What follows belongs to an exercise in optimizing a design on an open flow for small area, a short achievable clock period and few clock cycles; a production flow would make more cautious choices.
Function was checked by simulation only, so behaviour that the tests miss may differ from the original.
No activity file was given, so power comes from the tool's default toggle rates.

==> design.v <==
module rtcc_gf_mul (
    input  wire [7:0] a,
    input  wire [7:0] b,
    input  wire [3:0] m,
    output reg  [7:0] p
);
    integer i, j;
    reg [14:0] c;
    function [7:0] red(input [14:0] x, input integer mm, input [8:0] poly);
        integer q;
        reg [14:0] y;
        begin
            y = x;
            for (q = 14; q >= mm; q = q - 1)
                if (q <= 2 * mm - 2 && y[q]) y = y ^ ({6'd0, poly} << (q - mm));
            red = y[7:0];
        end
    endfunction
    always @* begin
        c = 15'd0;
        for (i = 0; i < 8; i = i + 1)
            for (j = 0; j < 8; j = j + 1)
                c[i + j] = c[i + j] ^ (a[i] & b[j]);
        case (m)
        4'd3:    p = red(c, 3, 9'h00b);
        4'd4:    p = red(c, 4, 9'h013);
        4'd5:    p = red(c, 5, 9'h025);
        4'd6:    p = red(c, 6, 9'h043);
        4'd7:    p = red(c, 7, 9'h089);
        default: p = red(c, 8, 9'h11d);
        endcase
    end
endmodule
module rtcc_gf_cmul #(parameter integer K = 1) (
    input  wire [7:0] v,
    input  wire [3:0] m,
    output reg  [7:0] p
);
    function [7:0] f(input [7:0] x, input integer mm, input [8:0] poly);
        integer j;
        reg [8:0] y;
        reg [7:0] z;
        begin
            z = x;
            for (j = 0; j < (K < 0 ? -K : K); j = j + 1) begin
                if (K > 0) begin
                    y = {z, 1'b0};
                    if (y[mm]) y = y ^ poly;
                    z = y[7:0];
                end else begin
                    y = {1'b0, z};
                    if (z[0]) y = y ^ poly;
                    z = y[8:1];
                end
            end
            f = z;
        end
    endfunction
    always @* begin
        case (m)
        4'd3:    p = f(v, 3, 9'h00b);
        4'd4:    p = f(v, 4, 9'h013);
        4'd5:    p = f(v, 5, 9'h025);
        4'd6:    p = f(v, 6, 9'h043);
        4'd7:    p = f(v, 7, 9'h089);
        default: p = f(v, 8, 9'h11d);
        endcase
    end
endmodule
module rtcc_gf_sq (
    input  wire [7:0] v,
    input  wire [3:0] m,
    output reg  [7:0] p
);
    function [7:0] f(input [7:0] x, input integer mm, input [8:0] poly);
        integer q;
        reg [14:0] y;
        begin
            y = 15'd0;
            for (q = 0; q < 8; q = q + 1) y[2 * q] = x[q];
            for (q = 14; q >= mm; q = q - 1)
                if (q <= 2 * mm - 2 && y[q]) y = y ^ ({6'd0, poly} << (q - mm));
            f = y[7:0];
        end
    endfunction
    always @* begin
        case (m)
        4'd3:    p = f(v, 3, 9'h00b);
        4'd4:    p = f(v, 4, 9'h013);
        4'd5:    p = f(v, 5, 9'h025);
        4'd6:    p = f(v, 6, 9'h043);
        4'd7:    p = f(v, 7, 9'h089);
        default: p = f(v, 8, 9'h11d);
        endcase
    end
endmodule
module rtcc_rsdec (
    input  wire       clk,
    input  wire       rst,
    input  wire [3:0] cfg_m,
    input  wire [3:0] cfg_r,
    input  wire [7:0] cfg_n,
    input  wire       in_valid,
    output wire       in_ready,
    input  wire [7:0] in_sym,
    output reg        cor_valid,
    output reg  [7:0] cor_pos,
    output reg  [7:0] cor_val,
    output reg        done,
    output reg        res_fail,
    output reg  [1:0] res_reason,
    output reg  [3:0] res_ncorr,
    output reg  [3:0] res_degl,
    output reg  [3:0] res_len
);
    integer i;
    genvar g;
    reg  [7:0] a_cnt;
    reg  [3:0] a_m, a_r;
    reg  [7:0] a_n;
    reg  [7:0] as [0:7];
    reg        in_rdy;
    reg        q_full, q_zero;
    reg  [3:0] q_m, q_r;
    reg  [7:0] q_n;
    reg  [7:0] qs [0:7];
    assign in_ready = in_rdy;
    wire accept  = in_valid && in_rdy;
    wire a_first = (a_cnt == 8'd0);
    wire a_last  = !a_first && (a_cnt + 8'd1 == a_n);
    wire [7:0] as_mul [0:7];
    generate
        for (g = 0; g < 8; g = g + 1) begin : g_as
            rtcc_gf_cmul #(.K(g + 1)) u_c (.v(as[g]), .m(a_m), .p(as_mul[g]));
        end
    endgenerate
    reg [7:0] as_new [0:7];
    reg       as_new_zero;
    always @* begin
        as_new_zero = 1'b1;
        for (i = 0; i < 8; i = i + 1) begin
            as_new[i] = a_first ? in_sym : (as_mul[i] ^ in_sym);
            if (i < a_r && as_new[i] != 8'd0) as_new_zero = 1'b0;
        end
    end
    localparam P_IDLE = 4'd0;
    localparam P_BMT  = 4'd1;    
    localparam P_BMI  = 4'd2;    
    localparam P_CK   = 4'd3;    
    localparam P_CH1  = 4'd4;    
    localparam P_OM   = 4'd5;    
    localparam P_CH2I = 4'd6;    
    localparam P_CH2  = 4'd7;    
    localparam P_FN   = 4'd8;    
    reg  [3:0] p_st;
    reg  [3:0] p_m, p_r;
    reg  [7:0] p_n;
    reg  [7:0] nmax;
    reg  [7:0] ps   [0:7];       
    reg  [7:0] lam  [0:8];       
    reg  [7:0] bp   [0:8];       
    reg  [7:0] bm_b, bm_d, dacc, lnq;
    reg  [3:0] bm_L, bm_Ln, bm_s, bm_t, idx, msl;
    reg        bm_lc, pend;
    reg  [8:0] ce;               
    reg  [7:0] xe;               
    reg  [3:0] cin, call;
    reg        fast;
    reg  [3:0] served;
    reg  [3:0] emitted;
    reg  [3:0] ok;
    reg  [1:0] oc;
    reg  [7:0] oacc;
    reg  [7:0] fx, fden, facc, fz, fpos;
    reg  [3:0] fk, fi;
    reg        fh;               
    wire p_take = (p_st == P_IDLE) && q_full;
    reg [3:0] deg_l;
    always @* begin
        deg_l = 4'd0;
        for (i = 1; i <= 8; i = i + 1)
            if (lam[i] != 8'd0) deg_l = i;
    end
    reg  [7:0] m1a, m1b, m2a, m2b, m3a, m3b;
    wire [7:0] m1p, m2p, m3p;
    rtcc_gf_mul u_m1 (.a(m1a), .b(m1b), .m(p_m), .p(m1p));
    rtcc_gf_mul u_m2 (.a(m2a), .b(m2b), .m(p_m), .p(m2p));
    rtcc_gf_mul u_m3 (.a(m3a), .b(m3b), .m(p_m), .p(m3p));
    wire [7:0] sqp;
    rtcc_gf_sq  u_sq (.v(m2p), .m(p_m), .p(sqp));
    wire [7:0] l1 [1:8];         
    wire [7:0] l2 [1:4];         
    wire [7:0] l3 [1:4];         
    wire [7:0] l4 [1:4];         
    generate
        for (g = 1; g <= 8; g = g + 1) begin : g_l1
            rtcc_gf_cmul #(.K(-g)) u_c (.v(bp[g]), .m(p_m), .p(l1[g]));
        end
        for (g = 1; g <= 4; g = g + 1) begin : g_l234
            rtcc_gf_cmul #(.K(-2 * g)) u_c2 (.v(bp[g]), .m(p_m), .p(l2[g]));
            rtcc_gf_cmul #(.K(-3 * g)) u_c3 (.v(bp[g]), .m(p_m), .p(l3[g]));
            rtcc_gf_cmul #(.K(-4 * g)) u_c4 (.v(bp[g]), .m(p_m), .p(l4[g]));
        end
    endgenerate
    wire [7:0] xe1, xe4, ta1, ta2, ta3;
    rtcc_gf_cmul #(.K(-1)) u_xe1 (.v(xe), .m(p_m), .p(xe1));
    rtcc_gf_cmul #(.K(-4)) u_xe4 (.v(xe), .m(p_m), .p(xe4));
    rtcc_gf_cmul #(.K(-1)) u_ta1 (.v(8'd1), .m(p_m), .p(ta1));
    rtcc_gf_cmul #(.K(-2)) u_ta2 (.v(8'd1), .m(p_m), .p(ta2));
    rtcc_gf_cmul #(.K(-3)) u_ta3 (.v(8'd1), .m(p_m), .p(ta3));
    reg [7:0] lv   [0:3];        
    reg [7:0] lodd [0:3];        
    reg [3:0] lroot, linr;
    reg [2:0] cin_g, call_g;
    always @* begin
        lv[0]   = lam[0] ^ bp[1] ^ bp[2] ^ bp[3] ^ bp[4] ^ bp[5] ^ bp[6] ^ bp[7] ^ bp[8];
        lodd[0] = bp[1] ^ bp[3] ^ bp[5] ^ bp[7];
        lv[1]   = lam[0] ^ l1[1] ^ l1[2] ^ l1[3] ^ l1[4];
        lodd[1] = l1[1] ^ l1[3];
        lv[2]   = lam[0] ^ l2[1] ^ l2[2] ^ l2[3] ^ l2[4];
        lodd[2] = l2[1] ^ l2[3];
        lv[3]   = lam[0] ^ l3[1] ^ l3[2] ^ l3[3] ^ l3[4];
        lodd[3] = l3[1] ^ l3[3];
        cin_g  = 3'd0;
        call_g = 3'd0;
        for (i = 0; i < 4; i = i + 1) begin
            lroot[i] = (lv[i] == 8'd0) && (fast || i == 0) && (ce + i < {1'b0, nmax});
            linr[i]  = (ce + i < {1'b0, p_n});
            cin_g    = cin_g + (lroot[i] && linr[i]);
            call_g   = call_g + lroot[i];
        end
    end
    wire [3:0] cin_n  = cin + cin_g;
    wire [3:0] call_n = call + call_g;
    wire [8:0] ce_n   = ce + (fast ? 9'd4 : 9'd1);
    wire [3:0] rmask = lroot & linr & ~served;
    reg  [1:0] rj;
    always @* begin
        rj = 2'd0;
        if      (rmask[0]) rj = 2'd0;
        else if (rmask[1]) rj = 2'd1;
        else if (rmask[2]) rj = 2'd2;
        else               rj = 2'd3;
    end
    wire [7:0] bsel   = (idx >= bm_s) ? bp[idx - bm_s] : 8'd0;
    wire [7:0] lnew   = m1p ^ m2p;
    wire [7:0] dfin   = dacc ^ ((pend) ? m3p : 8'd0);
    wire [3:0] olim   = (ok < deg_l) ? ok : deg_l;
    wire [3:0] oi0    = {oc, 2'b00} - {2'b00, oc};    
    wire [3:0] oi1    = oi0 + 4'd1;
    wire [3:0] oi2    = oi0 + 4'd2;
    wire       ov0    = (oi0 <= olim);
    wire       ov1    = (oi1 <= olim);
    wire       ov2    = (oi2 <= olim);
    wire [7:0] osum   = oacc ^ (ov0 ? m1p : 8'd0) ^ (ov1 ? m2p : 8'd0) ^ (ov2 ? m3p : 8'd0);
    wire       olast  = (oi2 >= olim);
    reg  [7:0] tabj;
    always @* begin
        case (rj)
        2'd0:    tabj = 8'd1;
        2'd1:    tabj = ta1;
        2'd2:    tabj = ta2;
        default: tabj = ta3;
        endcase
    end
    always @* begin
        m1a = 8'd0; m1b = 8'd0;
        m2a = 8'd0; m2b = 8'd0;
        m3a = 8'd0; m3b = 8'd0;
        case (p_st)
        P_BMT, P_BMI: begin
            m1a = lam[idx];          m1b = bm_b;
            m2a = bsel;              m2b = bm_d;
            m3a = lnq;               m3b = ps[msl[2:0]];
        end
        P_OM: begin
            m1a = lam[oi0];          m1b = ps[ok[2:0] - oi0[2:0]];
            m2a = lam[oi1];          m2b = ps[ok[2:0] - oi1[2:0]];
            m3a = lam[oi2];          m3b = ps[ok[2:0] - oi2[2:0]];
        end
        P_CH2: begin
            m1a = xe;                m1b = tabj;
        end
        P_FN: begin
            m1a = facc ^ ps[fk[2:0]]; m1b = fx;
            m2a = fz;                m2b = fden;
            m3a = facc;              m3b = fz;
        end
        default: ;
        endcase
    end
    always @* begin
        case (p_m)
        4'd3:    nmax = 8'd7;
        4'd4:    nmax = 8'd15;
        4'd5:    nmax = 8'd31;
        4'd6:    nmax = 8'd63;
        4'd7:    nmax = 8'd127;
        default: nmax = 8'd255;
        endcase
    end
    wire       q_full_nx = (q_full && !p_take) || (accept && a_last);
    wire [7:0] cnt_nx    = accept ? (a_last ? 8'd0 : a_cnt + 8'd1) : a_cnt;
    wire [7:0] n_nx      = (accept && a_first) ? cfg_n : a_n;
    wire       last_nx   = (cnt_nx != 8'd0) && (cnt_nx + 8'd1 == n_nx);
    always @(posedge clk) begin
        cor_valid <= 1'b0;
        done      <= 1'b0;
        if (rst) begin
            a_cnt  <= 8'd0;
            in_rdy <= 1'b1;
            q_full <= 1'b0;
            p_st   <= P_IDLE;
        end else begin
            in_rdy <= !(last_nx && q_full_nx);
            q_full <= q_full_nx;
            if (accept) begin
                a_cnt <= a_last ? 8'd0 : a_cnt + 8'd1;
                if (a_first) begin
                    a_m <= cfg_m;
                    a_r <= cfg_r;
                    a_n <= cfg_n;
                end
                for (i = 0; i < 8; i = i + 1) as[i] <= as_new[i];
                if (a_last) begin
                    for (i = 0; i < 8; i = i + 1) qs[i] <= as_new[i];
                    q_m    <= a_m;
                    q_r    <= a_r;
                    q_n    <= a_n;
                    q_zero <= as_new_zero;
                end
            end
            case (p_st)
            P_IDLE: begin
                if (q_full) begin
                    if (q_zero) begin
                        done       <= 1'b1;
                        res_fail   <= 1'b0;
                        res_reason <= 2'd0;
                        res_ncorr  <= 4'd0;
                        res_degl   <= 4'd0;
                        res_len    <= 4'd0;
                    end else begin
                        for (i = 0; i < 8; i = i + 1) ps[i] <= qs[i];
                        p_m <= q_m;
                        p_r <= q_r;
                        p_n <= q_n;
                        for (i = 0; i <= 8; i = i + 1) begin
                            lam[i] <= (i == 0) ? 8'd1 : 8'd0;
                            bp[i]  <= (i == 0) ? 8'd1 : 8'd0;
                        end
                        bm_b  <= 8'd1;
                        bm_L  <= 4'd0;
                        bm_s  <= 4'd1;
                        bm_t  <= 4'd0;
                        dacc  <= qs[0];
                        pend  <= 1'b0;
                        p_st  <= P_BMT;
                    end
                end
            end
            P_BMT: begin
                if (bm_t == p_r) begin
                    p_st <= P_CK;
                end else begin
                    bm_d  <= dfin;
                    bm_lc <= (dfin != 8'd0) && ({bm_L, 1'b0} <= {1'b0, bm_t});
                    if ((dfin != 8'd0) && ({bm_L, 1'b0} <= {1'b0, bm_t})) begin
                        bm_Ln <= bm_t + 4'd1 - bm_L;
                        idx   <= bm_t + 4'd1 - bm_L;
                    end else begin
                        bm_Ln <= bm_L;
                        idx   <= bm_L;
                    end
                    dacc <= 8'd0;
                    pend <= 1'b0;
                    p_st <= P_BMI;
                end
            end
            P_BMI: begin
                lam[idx] <= lnew;
                if (bm_lc) bp[idx] <= lam[idx];
                dacc <= dfin;
                lnq  <= lnew;
                msl  <= bm_t + 4'd1 - idx;
                pend <= (bm_t + 4'd1 < p_r) && (idx <= bm_t + 4'd1);
                if (idx == 4'd0) begin
                    bm_t <= bm_t + 4'd1;
                    if (bm_lc) begin
                        bm_b <= bm_d;
                        bm_s <= 4'd1;
                    end else begin
                        bm_s <= bm_s + 4'd1;
                    end
                    bm_L <= bm_Ln;
                    p_st <= P_BMT;
                end else begin
                    idx <= idx - 4'd1;
                end
            end
            P_CK: begin
                if (deg_l != bm_L) begin
                    done       <= 1'b1;
                    res_fail   <= 1'b1;
                    res_reason <= 2'd1;
                    res_ncorr  <= 4'd0;
                    res_degl   <= deg_l;
                    res_len    <= bm_L;
                    p_st       <= P_IDLE;
                end else begin
                    for (i = 1; i <= 8; i = i + 1) bp[i] <= lam[i];
                    ce   <= 9'd0;
                    xe   <= 8'd1;
                    cin  <= 4'd0;
                    call <= 4'd0;
                    fast <= (deg_l <= 4'd4);
                    p_st <= P_CH1;
                end
            end
            P_CH1: begin
                if (cin_n == deg_l) begin
                    ok   <= p_r - 4'd1;
                    oc   <= 2'd0;
                    oacc <= 8'd0;
                    p_st <= P_OM;
                end else if (call_n == deg_l || ce_n >= {1'b0, nmax} ||
                             (deg_l == 4'd1 && ce_n >= {1'b0, p_n})) begin
                    done       <= 1'b1;
                    res_fail   <= 1'b1;
                    res_reason <= (call_n == deg_l || deg_l == 4'd1) ? 2'd2 : 2'd1;
                    res_ncorr  <= 4'd0;
                    res_degl   <= deg_l;
                    res_len    <= bm_L;
                    p_st       <= P_IDLE;
                end else begin
                    cin  <= cin_n;
                    call <= call_n;
                    ce   <= ce_n;
                    if (fast) begin
                        for (i = 1; i <= 4; i = i + 1) bp[i] <= l4[i];
                    end else begin
                        for (i = 1; i <= 8; i = i + 1) bp[i] <= l1[i];
                    end
                end
            end
            P_OM: begin
                if (olast) begin
                    ps[ok[2:0]] <= osum;
                    oacc <= 8'd0;
                    oc   <= 2'd0;
                    if (ok == 4'd0) p_st <= P_CH2I;
                    else            ok   <= ok - 4'd1;
                end else begin
                    oacc <= osum;
                    oc   <= oc + 2'd1;
                end
            end
            P_CH2I: begin
                for (i = 1; i <= 8; i = i + 1) bp[i] <= lam[i];
                ce      <= 9'd0;
                xe      <= 8'd1;
                served  <= 4'd0;
                emitted <= 4'd0;
                p_st    <= P_CH2;
            end
            P_CH2: begin
                if (rmask != 4'd0) begin
                    fx     <= m1p;
                    fden   <= lodd[rj];
                    fpos   <= p_n - 8'd1 - ce[7:0] - {6'd0, rj};
                    served <= served | (4'd1 << rj);
                    facc   <= 8'd0;
                    fz     <= 8'd1;
                    fk     <= p_r - 4'd1;
                    fh     <= 1'b1;
                    fi     <= p_m - 4'd1;
                    p_st   <= P_FN;
                end else begin
                    served <= 4'd0;
                    ce     <= ce_n;
                    xe     <= fast ? xe4 : xe1;
                    if (fast) begin
                        for (i = 1; i <= 4; i = i + 1) bp[i] <= l4[i];
                    end else begin
                        for (i = 1; i <= 8; i = i + 1) bp[i] <= l1[i];
                    end
                end
            end
            P_FN: begin
                if (fh) begin
                    facc <= m1p;
                    if (fk == 4'd0) fh <= 1'b0;
                    else            fk <= fk - 4'd1;
                end
                if (fi != 4'd0) begin
                    fz <= sqp;
                    fi <= fi - 4'd1;
                end
                if (!fh && fi == 4'd0) begin
                    cor_valid <= 1'b1;
                    cor_pos   <= fpos;
                    cor_val   <= m3p;
                    emitted   <= emitted + 4'd1;
                    if (emitted + 4'd1 == deg_l) begin
                        done       <= 1'b1;
                        res_fail   <= 1'b0;
                        res_reason <= 2'd0;
                        res_ncorr  <= deg_l;
                        res_degl   <= deg_l;
                        res_len    <= bm_L;
                        p_st       <= P_IDLE;
                    end else begin
                        p_st <= P_CH2;
                    end
                end
            end
            default: p_st <= P_IDLE;
            endcase
        end
    end
endmodule
==> run.sh <==
#!/bin/bash
# synth_recipe.tcl (not shown) runs the flow's synth.tcl, then flattens the netlist and writes it again
# the make line also repeats each setting of config.mk as NAME=value (left out here)
make -C /OpenROAD-flow-scripts/flow DESIGN_CONFIG=/design/flow/config.mk WORK_HOME=/design/flow/orfs CLKGATE_MAP_FILE= SYNTH_SCRIPT=/design/flow/synth_recipe.tcl finish
==> config.mk <==
export PLATFORM = sky130hd
export DESIGN_NAME = rtcc_rsdec
export DESIGN_NICKNAME = rtcc_rsdec
export VERILOG_FILES = /design/flow/design.v
export SDC_FILE = /design/flow/constraint.sdc
export NUM_CORES = 4
export LEC_CHECK = 0
export CAP_MARGIN = 20
export CORE_MARGIN = 2
export CORE_UTILIZATION = 30
export PLACE_DENSITY = 0.4
export SLEW_MARGIN = 20
==> constraint.sdc <==
create_clock -name core_clock -period 18.0 [get_ports {clk}]
set_input_delay 3.6000 -clock core_clock [delete_from_list [all_inputs] [get_ports {clk}]]
set_output_delay 3.6000 -clock core_clock [all_outputs]
set_load 0.01 [all_outputs]
==> results.json <==
{
  "synth_edf_count": 682,
  "ys_seq_area_share_pct": 34.5,
  "drive_gt1_share_pct": 13.6,
  "skew_ps": 59.7,
  "fillCellCount": 20500,
  "grt_pass1_wl_um": 400000,
  "wirelength_um": 288000,
  "dp.cells": 8464,
  "place_hpwl_um": 214000,
  "fmax_ghz": 0.0862,
  "finalCriticalPeriod_ps": 11600,
  "async_flop_share_pct": 0,
  "postSynthAreaPerCell_um2": 10.2,
  "required_ps": 18380,
  "timing.slew.headroom_pct": 19.3,
  "routabilityCongestion": 1.00,
  "die_h_um": 454,
  "whs_path_depth": 0,
  "crit_path_start_kind": "flop",
  "finalCritPeriodShare_pct": 64.4,
  "cp-end-kind": "flop",
  "cts_buffers": 88,
  "slowest_delay_ps": 850,
  "fp.coreArea_mm2": 0.202,
  "ir_worst_vdd_mv": 0.179,
  "synth_top_cell_by_area": "edfxtp_1",
  "hold_viol": 0,
  "critPathKind": "flop to flop",
  "synth_nets": 6169,
  "detail_route.iter0.violations": 7195,
  "start_util_pct": 30.1,
  "power_per_cell_area_mw_per_mm2": 146,
  "ff2ff_path_depth": 32,
  "cts.clk_slew.worst_paths_ps": 60,
  "cts_root_buf": "clkbuf_16",
  "yosys_warnings": 32,
  "dieWidth_um": 454,
  "cts_setup_buffers": 0,
  "synth_area_mm2": 0.0609,
  "ant_nets": 0,
  "ys_ff_latch": 708,
  "slowest_stage": "nor2_1",
  "ctsResizeCount": 0,
  "die_area_mm2": 0.206,
  "vias_per_cell": 5.98,
  "wl_per_cell_um": 33.4,
  "grt_max_degree": 66,
  "rsz0062_at_grt": "false",
  "post-synth-top-count-cell": "xnor2_1",
  "synth_ff_type": "edfxtp_1",
  "drv_slew": 0,
  "synth_top_cell_area_share_pct": 33.7,
  "outcome": "no timing/DRC/antenna violations",
  "setup_viol": 0,
  "area_growth_pct": 11.7,
  "cts.path.max_buffers": 3,
  "ys_types": 113,
  "clock-sinks": 708,
  "nNetsFinal": 6068,
  "setup_tns_ps": 0,
  "worstPathArrival_ps": 11980,
  "dr.pass1.iters": 6,
  "synth_area_leaders": "edfxtp_1 34%, xnor2_1 11%, mux4_2 8.5%, xor2_1 5.8%, nand2_1 3.0%",
  "netlist_instances": 5984,
  "final_cells": 8635,
  "worst_pin_slew_ps": 1200,
  "drc": 0,
  "rows": 165,
  "leakage_nw": 23.2,
  "grt.overflow.total": 0,
  "vias": 51700,
  "cp_max_fo": 65,
  "place.port_buffers": 60,
  "antenna_found_initial": 20,
  "cts_tree": "done",
  "grtUsageTotal_pct": 27.3,
  "netlist_top_cells_count": "730 x xnor2_1, 682 x edfxtp_1, 494 x nand2_1, 446 x nor2_1, 400 x xor2_1",
  "htreeDepth": 3,
  "io_pins": 61,
  "clkLatencyLatePin_ps": 730,
  "hp-class": "flop to flop",
  "drv_cap": 0,
  "hold_buffers": 0,
  "grt_pass1_vias": 48500
}
-- layer usage --
metal / vias up / wire length [um] / global-route usage (%)
met4: 8 / 10800 / 9.22
met2: 2855 / 124000 / 40.4
met1: 26300 / 127000 / 39.5
met3: 463 / 25800 / 5.11
met5: - / 47 / 0
li1: 22000 / - / -
-- per-stage QoR --
step / util (%) / power (mW) / hold WS (ps) / area, um2 / worst slack, ps
finish: 33.7 / 9.93 / 417 / 68000 / 6400
detailed placement: 32.1 / 7.92 / 405 / 64800 / 6760
CTS: 33.7 / 9.90 / 416 / 68000 / 6770
global route: 33.7 / 10.3 / 426 / 68000 / 5880
global placement: 32.1 / 7.91 / 404 / 64800 / 6730
floorplan: - / 5.59 / 400 / 60900 / 8300
-- power breakdown --
group	leakage, nW	internal (mW)	switching (mW)
Clock	1.51	1.16	0.796
Sequential	6.33	2.17	0.117
Combinational	15.3	1.86	3.82
-- registers in the layout, indices dropped and copies added, names as in the netlist, 9 cells and up, named ones only --
signal / cells
qs: 64
bp: 128
lam: 128
as: 64
ce: 9
ps: 64
-- cell type report --
cell class,count,area (um2),share of cell area (%)
clock inverters,59,850,1.25
multi-input cells,4649,37600,55.4
clock buffers,103,2290,3.37
diodes,8,20.0,0.0294
inverters,156,588,0.865
well taps,2672,3340,4.92
repair buffers,280,2260,3.33
flip-flops and latches,708,21000,30.9
-- critical path: cells and delay by family, from the launching register on --
kind                     cells  cell delay, ps
AO/OA/AOI/OAI                7            2110
buffers and inverters        6            2320
flip-flops                   1             320
adder cells (fa/ha/maj)      4            1710
AND/OR/NAND/NOR             15            4710
-- final timing paths --
kind	from	to	slack (ps)
worst max-delay path	p_m[0]	bp[4][2]	6400
worst min-delay path	q_n[2]	p_n[2]	420
worst max register to register	p_m[0]	bp[4][2]	6400
worst min register to register	q_n[2]	p_n[2]	420
-- layout by cell type (no fill, tap or decap), types with 89 or more instances in the layout --
| master | netlist | layout |
|---|---|---|
| nor2_1 | 446 | 436 |
| xnor2_1 | 730 | 726 |
| edfxtp_1 | 682 | 682 |
| o22ai_1 | 164 | 164 |
| nor3_1 | 91 | 89 |
| o21ai_0 | 279 | 272 |
| nand2_1 | 494 | 492 |
| mux2i_1 | 107 | 107 |
| xor2_1 | 400 | 399 |
| clkbuf_16 | 0 | 89 |
| inv_1 | 152 | 150 |
| nand3_1 | 91 | 91 |
| buf_4 | 14 | 215 |
| ha_1 | 143 | 140 |
| a21oi_1 | 297 | 296 |
| mux4_2 | 229 | 229 |
| mux2_2 | 92 | 92 |
-- cell families (layout without fill, tap and decap cells) --
group                      Yosys count  after routing  synth area share (%)
and+or+nand+nor                   1456           1456                  11.0
DFF                                708            708                  34.5
AOI/OAI and AO/OA                 1377           1377                  15.2
buffers and inverters              627            598                  4.09
other                                0              8                     0
xor gates and xnor gates          1228           1228                  19.8
muxes                              429            429                  12.0
adders and majority gates          159            159                  3.45
Testbench counts, summed over its fixed seeds: cycles 19,200.

==> port drivers added, routing unchanged <==
No port has a modelled driver above. Below, the same layout with a new extraction and two added sets of constraints. Step 1: set_driving_cell puts a clkbuf_16 on clk and a buf_2 on each other input, an assumption about the parent block. Step 2 times the ports against the registers' clock, not the clock port: input delays grow and output delays shrink by t, the midpoint of the rising clock arrivals with the driver on. a / b / c = ideal / step 1 / step 2; a / b = the first two.
shift t [ns]: 0.798
slack for setup (ns): 6.399 / 6.399 / 6.399
worst slew at a driven data input, ns: 0.06
After both steps this run still meets setup and hold. The setup slack of this run moves by 0.000 ns with the drivers and by 0.000 ns with both steps.
